Background: an optimization exercise with open tools, aiming at small area. Do not read the settings as production practice. Only simulation tests tie the RTL to the original design; equivalence was not proved. Power is estimated from default activity; no workload was simulated.

$ cat config.mk
export PLATFORM = sky130hd
export DESIGN_NAME = jtag_pdi_sniffer
export DESIGN_NICKNAME = jtag_pdi_sniffer
export VERILOG_FILES = /design/flow/design.v
export SDC_FILE = /design/flow/constraint.sdc
export NUM_CORES = 4
export LEC_CHECK = 0
export ABC_AREA = 1
export CAP_MARGIN = 20
export CORE_MARGIN = 2
export CORE_UTILIZATION = 40
export SLEW_MARGIN = 20
$ cat constraint.sdc
create_clock -name core_clock -period 10.0 [get_ports {clk}]
set_input_delay 2.0000 -clock core_clock [delete_from_list [all_inputs] [get_ports {clk}]]
set_output_delay 2.0000 -clock core_clock [all_outputs]
set_load 0.01 [all_outputs]
$ cat design.v
module jtag_pdi_sniffer (
    input  wire       clk,
    input  wire       rst,         
    input  wire       smp_valid,   
    input  wire       tms,
    input  wire       tdi,
    input  wire       tdo,
    output wire       out_valid,
    output wire [7:0] out_data,
    output reg        pdi_err
);
    localparam [3:0] S_RESET      = 4'hF,
                     S_IDLE       = 4'hC,
                     S_SELECT_DR  = 4'h7,
                     S_CAPTURE_DR = 4'h6,
                     S_SHIFT_DR   = 4'h2,
                     S_EXIT1_DR   = 4'h1,
                     S_PAUSE_DR   = 4'h3,
                     S_EXIT2_DR   = 4'h0,
                     S_UPDATE_DR  = 4'h5,
                     S_SELECT_IR  = 4'h4,
                     S_CAPTURE_IR = 4'hE,
                     S_SHIFT_IR   = 4'hA,
                     S_EXIT1_IR   = 4'h9,
                     S_PAUSE_IR   = 4'hB,
                     S_EXIT2_IR   = 4'h8,
                     S_UPDATE_IR  = 4'hD;
    localparam [1:0] K_PLAIN = 2'd0,    
                     K_LDS   = 2'd1,    
                     K_REP   = 2'd2,    
                     K_CAP   = 2'd3;    
    reg [3:0] tap;
    reg       ir_rst;      
    reg [3:0] irs;
    reg [31:0] dri;
    reg [9:0]  dro;        
    reg [3:0] tap_next;
    always @(*) begin
        case (tap)
            S_RESET:      tap_next = tms ? S_RESET     : S_IDLE;
            S_IDLE:       tap_next = tms ? S_SELECT_DR : S_IDLE;
            S_SELECT_DR:  tap_next = tms ? S_SELECT_IR : S_CAPTURE_DR;
            S_CAPTURE_DR: tap_next = tms ? S_EXIT1_DR  : S_SHIFT_DR;
            S_SHIFT_DR:   tap_next = tms ? S_EXIT1_DR  : S_SHIFT_DR;
            S_EXIT1_DR:   tap_next = tms ? S_UPDATE_DR : S_PAUSE_DR;
            S_PAUSE_DR:   tap_next = tms ? S_EXIT2_DR  : S_PAUSE_DR;
            S_EXIT2_DR:   tap_next = tms ? S_UPDATE_DR : S_SHIFT_DR;
            S_UPDATE_DR:  tap_next = tms ? S_SELECT_DR : S_IDLE;
            S_SELECT_IR:  tap_next = tms ? S_RESET     : S_CAPTURE_IR;
            S_CAPTURE_IR: tap_next = tms ? S_EXIT1_IR  : S_SHIFT_IR;
            S_SHIFT_IR:   tap_next = tms ? S_EXIT1_IR  : S_SHIFT_IR;
            S_EXIT1_IR:   tap_next = tms ? S_UPDATE_IR : S_PAUSE_IR;
            S_PAUSE_IR:   tap_next = tms ? S_EXIT2_IR  : S_PAUSE_IR;
            S_EXIT2_IR:   tap_next = tms ? S_UPDATE_IR : S_SHIFT_IR;
            default:      tap_next = tms ? S_SELECT_DR : S_IDLE;  
        endcase
    end
    always @(posedge clk) begin
        if (rst) begin
            tap    <= S_RESET;
            ir_rst <= 1'b1;
            irs    <= 4'h0;
            dri    <= 32'h0;
            dro    <= 10'h0;
        end else if (smp_valid) begin
            tap <= tap_next;
            if (tap == S_RESET)     ir_rst <= 1'b1;
            if (tap == S_UPDATE_IR) ir_rst <= 1'b0;
            if (tap == S_SHIFT_IR)  irs <= {tdi, irs[3:1]};
            if (tap == S_SHIFT_DR) begin
                dri <= {tdi, dri[31:1]};
                dro <= {tdo, dro[9:1]};
            end
        end
    end
    wire is_id  = ir_rst | (irs == 4'h3);
    wire is_pdi = !ir_rst && (irs == 4'h7);
    wire commit = smp_valid && (tap == S_UPDATE_DR) && (is_id || is_pdi);
    reg [5:1] e;
    always @(posedge clk) begin
        if (rst) e <= 5'd0;
        else     e <= {e[4:1], commit};
    end
    reg        idle;
    reg        dir;        
    reg [1:0]  kind;
    reg [2:0]  m;          
    reg [1:0]  arg;        
    reg [31:0] rep;
    reg [23:0] acc;
    wire       wr    = idle | dir;
    wire [8:0] frame = wr ? dri[30:22] : dro[8:0];
    wire       bad   = ^frame;
    wire [7:0] b     = frame[7:0];
    wire       upd   = e[2] & is_pdi;
    always @(posedge clk) begin
        if (upd) acc <= idle ? 24'd0 : {acc[15:0], b};
    end
    always @(posedge clk) begin
        if (rst) begin
            idle <= 1'b1;
            rep  <= 32'd0;
        end else if (upd) begin
            if (bad) begin
                idle <= 1'b1;
                if (!idle && kind == K_REP) rep <= 32'd0;
            end else if (idle) begin
                arg <= b[1:0];
                case (b[7:4])
                    4'h0: begin idle <= 1'b0; dir <= 1'b1; kind <= K_LDS;   m <= {1'b0, b[3:2]}; end
                    4'h1: begin idle <= 1'b0; dir <= 1'b0; kind <= K_REP;   m <= {1'b0, b[1:0]}; end
                    4'h2: begin idle <= 1'b0; dir <= 1'b1; kind <= K_PLAIN; m <= {1'b0, b[3:2]} + {1'b0, b[1:0]} + 3'd1; end
                    4'h3: begin idle <= 1'b0; dir <= 1'b1; kind <= K_REP;   m <= {1'b0, b[1:0]}; end
                    4'h5: begin idle <= 1'b0; dir <= 1'b1; kind <= K_CAP;   m <= {1'b0, b[1:0]}; end
                    4'h6: begin idle <= 1'b0; dir <= 1'b1; kind <= K_PLAIN; m <= 3'd0; end
                    4'h7: begin idle <= 1'b0; dir <= 1'b1; kind <= K_PLAIN; m <= 3'd7; end
                    4'hF: ;
                    default: begin idle <= 1'b0; dir <= 1'b0; kind <= K_PLAIN; m <= 3'd0; end
                endcase
            end else if (m != 3'd0) begin
                m <= m - 3'd1;
            end else begin
                case (kind)
                    K_REP: if (rep != 32'd0) begin
                               rep <= rep - 32'd1;
                               m   <= {1'b0, arg};
                           end else begin
                               idle <= 1'b1;
                           end
                    K_LDS: begin dir <= 1'b0; kind <= K_PLAIN; m <= {1'b0, arg}; end
                    K_CAP: begin rep <= {acc, b}; idle <= 1'b1; end
                    default: idle <= 1'b1;
                endcase
            end
        end
    end
    wire pdi_ok = !idle && !bad;    
    assign out_valid = ((e[1] | e[2]) & (is_id | pdi_ok)) | ((e[3] | e[4] | e[5]) & is_id);
    always @(*) pdi_err = e[1] & !is_id & bad;
    assign out_data = e[1] ? {7'b0001000, !is_id} :
                      e[2] ? (is_id ? dri[31:24] : b) :
                      e[3] ? dri[23:16] :
                      e[4] ? dri[15:8] :
                             dri[7:0];
endmodule
$ cat run.sh
#!/bin/bash
# synth_recipe.tcl (not shown) runs the flow's synth.tcl, then flattens the netlist and writes it again
# the make line also repeats each setting of config.mk as NAME=value (left out here)
make -C /OpenROAD-flow-scripts/flow DESIGN_CONFIG=/design/flow/config.mk WORK_HOME=/design/flow/orfs CLKGATE_MAP_FILE= SYNTH_SCRIPT=/design/flow/synth_recipe.tcl finish
==> flow_summary_export.csv <==
group,metric,value,unit
timing,setup_viol,0,
critical_path,critPathMaxFanout,27,
power_and_ir_drop,powerDensity,151.3,nW/um2
synth,synth_ff_type,"dfxtp_1",
routing,routed_wl,17080,um
critical_path,reg2reg_slack,6200,ps
routing,vias,5999,
global_route,grt_use_met2,34.05,%
die,dieArea,17510,um2
critical_path,reg2reg_from,"idle$_SDFFE_PP1P_",
layout,fillers,1725,
routing,route.detailed.drc,0,
clock_network,htree_levels,4,
synth,ys_ff_latch,121,
timing,fmax,184.8,MHz
die,die_height,132.3,um
global_route,grt_pass1_vias,5855,
critical_path,cp.depth,14,
synth,synth_area,6586,um2
power_and_ir_drop,leakage,0.003146,uW
power_and_ir_drop,seqPwrFrac,45.1,%
clock_network,cts_hold_buffers,0,
clock_network,root_buffer,"clkbuf_16",
layout,final_layout_size_suffix_gt1_share,6.618,%
global_route,grt_max_degree,57,
place,gp_congestion,0.9149,
synth,syn_area_per_cell,6.962,um2
timing,rsz0062_at_grt,"no",
power_and_ir_drop,p_sw_share,21.25,%
power_and_ir_drop,p_switching,238.3,uW
critical_path,path_class,"reg2out",
routing,drt_iter0_markers,362,
routing,via_per_inst,5.136,
layout,num_antenna_cells,0,
worst_hold_path,whs_path_depth,2,
place,dp_hpwl,11780,um
global_route,grt-busiest-layer,"met2",
die,rows,46,
layout,final_common_cell,"nand2_1",
routing,first_pass_iters,5,
critical_path,rr_worst_depth,13,
layout,final_cell_mix,"nand2_1 (194), nor2_1 (185), o21ai_0 (89), dfxtp_1 (89), inv_1 (84)",
die,die_x,132.3,um
timing,setup_tns,0,ps
timing,slew_viol_final,0,
clock_network,clock_path_buffers,2,
worst_hold_path,min_path_type,"reg2reg",
layout,area_growth,12.50,%
clock_network,insertion_delay,410,ps
layout,stdcell_count,1168,
power_and_ir_drop,p_total,1121,uW
routing,ant_nets,0,
job,maxCapViolCount,0,
clock_network,ctsResizeCount,0,
place,io_buffers,15,
synth,synth_edf_count,32,
synth,syn-instance-count,946,
critical_path,slowest_stage,"clkdlybuf4s50_1",
routing,routedWlPerCell,14.62,um
timing,clock_skew,7.115,ps
timing,timing.final.hold_violations,0,
power_and_ir_drop,peakVddDrop,112.6,uV
global_route,grt_remaining_overflow,0,
synth,synthDistinctLibCells,43,
die,start_util,41.16,%
power_and_ir_drop,intPower,882.8,uW
synth,synth_compound_area_share,16.13,%
clock_network,numClockSinks,121,
global_route,antenna_found_initial,0,
global_route,met3_usage,4.191,%
synth,synth_nets,957,
layout,nNetsFinal,953,
synth,ys_seq_area_share,41.64,%
critical_path,crit_path_end_kind,"output port",
timing,worstMarginPinSlew,921.6,ps
worst_hold_path,hp-start,"rep[1]$_SDFFE_PP0P_",
critical_path,critPathArrivalTime,3410,ps
critical_path,reg2reg_to,"kind[1]$_SDFFCE_PN0P_",
power_and_ir_drop,pwr-share-comb,3.0,%
global_route,gr-usage-all-layers,20.53,%
clock_network,clk_pin_slew_worst_paths,50,ps
critical_path,worstPathRequired,8000,ps
synth,synth_mux_area_share,0,%
critical_path,cp_top_family,"buffers and inverters",
clock_network,cts_inserted_buffers,17,
critical_path,cp_num_buf_inv,4,
synth,synth_top_family_by_area,"simple AND/OR/NAND/NOR gates",
timing,period_share,54.13,%
timing,period_needed,5413,ps
die,core-area,16000,um2
synth,synth_fa_ha_area_share,1.064,%
critical_path,path_cells,"inv_2 -> nand2_2 -> o21ai_0 -> nand2_1 -> nand2_1 -> inv_1 -> nand2_1 -> nand2_2 -> nand3_2 -> nand2_4 -> inv_1 -> nand2_1 -> a22oi_1 -> clkdlybuf4s50_1",
critical_path,slowest_delay,580,ps
clock_network,cts.repair_timing.setup_buffer_count,0,
critical_path,worstSetupStartpointType,"flip-flop",
die,num_io_pins,16,
place,placedCellCount,1139,
status,status,"no timing/DRC/antenna violations",
synth,async_flop_share,0,%
clock_network,cts_tree,"built",
synth,yosys_warnings,1,
global_route,grt_pass1_wl,28740,um
layout,final_core_util,46.31,%
timing,maxSlewHeadroom,38.49,%
synth,synth_xor_area_share,1.862,%
synth,synth-simple-area-share,31.06,%
global_route,grtUsageMet1,25.81,%
worst_hold_path,holdPathEnd,"rep[1]$_SDFFE_PP0P_",
critical_path,cpMostUsedCell,"nand2_1",
power_and_ir_drop,pwr-share-clk,52.0,%
-- area by class of cell --
type / count / area (um2) / share of cell area [%]
clock buffer: 22 / 494.2 / 6.670
clock inverter: 7 / 66.31 / 0.8950
inverter: 89 / 334.1 / 4.509
multi-input combinational: 692 / 3307 / 44.63
sequential: 121 / 2743 / 37.01
tap: 216 / 270.3 / 3.647
timing repair buffer: 21 / 195.2 / 2.634
-- power by group through the flow --
stage                     logic, uW  clock network, uW  registers, uW
after detailed placement       33.2                  0            515
after global routing           38.3                613            505
after global placement         33.5                  0            516
after floorplan                23.8                  0            515
final                          33.4                582            505
after CTS                      33.4                594            505
-- cell usage after synthesis (2+ instances only) --
master / number / share of area [%]
nor4_1: 2 / 0.19
a31oi_1: 4 / 0.38
xnor2_1: 5 / 0.66
a21oi_1: 54 / 4.1
inv_1: 84 / 4.8
o21ai_4: 3 / 0.74
dfxtp_1: 89 / 27
o2111ai_1: 2 / 0.27
buf_2: 5 / 0.38
nor2_1: 185 / 11
a22oi_1: 2 / 0.23
inv_2: 2 / 0.11
o211ai_1: 5 / 0.57
nand3_1: 54 / 4.1
or2_2: 4 / 0.38
a211oi_1: 12 / 1.4
ha_1: 4 / 0.76
nor3_1: 18 / 1.4
xor2_1: 9 / 1.2
buf_6: 3 / 0.51
edfxtp_1: 32 / 15
nand2_1: 194 / 11
clkinv_1: 3 / 0.17
nand4_1: 14 / 1.3
o21ai_1: 6 / 0.46
o21ai_0: 89 / 6.8
o22ai_1: 4 / 0.38
clkbuf_1: 33 / 1.9
nand3_4: 2 / 0.53
nand2_2: 8 / 0.76
o21ai_2: 3 / 0.40
-- through the flow --
step / hold slack, ps / setup WS [ps] / cell area [um2]
floorplan: 445.8 / 5684 / 6586
global placement: 458.9 / 5076 / 6849
detailed placement: 463.5 / 5073 / 6849
CTS: 474.0 / 4611 / 7410
global route: 504.3 / 4300 / 7410
finish: 471.0 / 4588 / 7410
-- logic make-up after synthesis --
group,count (synthesis)
XOR/XNOR,14
buffers and inverters,133
adder cells (fa/ha/maj),5
AO/OA/AOI/OAI,188
flip-flops,121
AND/OR/NAND/NOR,485
-- sequential cells by signal (all words and copies together), names as in the netlist --
signal and flops:
tap 4, e 5, arg 2, ir_rst 1
dri 32, rep 32, acc 24, dir 1
dro 10, m 3, idle 1, irs 4
kind 2
-- metal layers --
| layer | up-vias | wire (um) |
|---|---|---|
| li1 | 3092 | - |
| met1 | 2750 | 7838 |
| met2 | 134 | 8109 |
| met3 | 23 | 690 |
| met4 | 0 | 442 |
| met5 | - | 0 |
-- how the worst max path moves through the flow --
stage / start / end
after floorplan: irs[1]$_SDFFE_PP0P_ / dir$_SDFFCE_PN0P_
after global placement: idle$_SDFFE_PP1P_ / out_valid
after detailed placement: dir$_SDFFCE_PN0P_ / out_valid
after CTS: dir$_SDFFCE_PN0P_ / out_valid
after global routing: dir$_SDFFCE_PN0P_ / out_valid
final: idle$_SDFFE_PP1P_ / out_valid
-- worst min-delay path: stages (launching register included) --
cell	delay, ps
dfxtp_1	310
nand3_1	70
nand2_1	50

-- separate check: timing with driven ports --
Ports are ideal in the flow. The routed layout listed here was re-timed in OpenROAD. Step 1 (the two cells are an assumption about what drives the block):
set clk [get_ports {clk}]
set_driving_cell -lib_cell sky130_fd_sc_hd__clkbuf_16 $clk
set_driving_cell -lib_cell sky130_fd_sc_hd__buf_2 [delete_from_list [all_inputs] $clk]
Step 2 moves the port delays by t, midway between the first and last clock arrival at a register: inputs arrive t later, outputs are due t later. That takes back most of the time a late clock gives input paths. Slacks: no drivers / after step 1 / after step 2; pairs: no drivers / after step 1.
t (ns): 0.452
setup slack, ns: 4.587 / 4.546 / 4.997
worst setup path after step 2: register to output
latest minus earliest clock arrival (ns): 0.008 / 0.007
worst slew at a driven data input, ns: 0.03
After both steps this run still meets setup and hold. For this run, drivers alone change the setup slack by -0.041 ns; drivers and shift together by +0.410 ns.
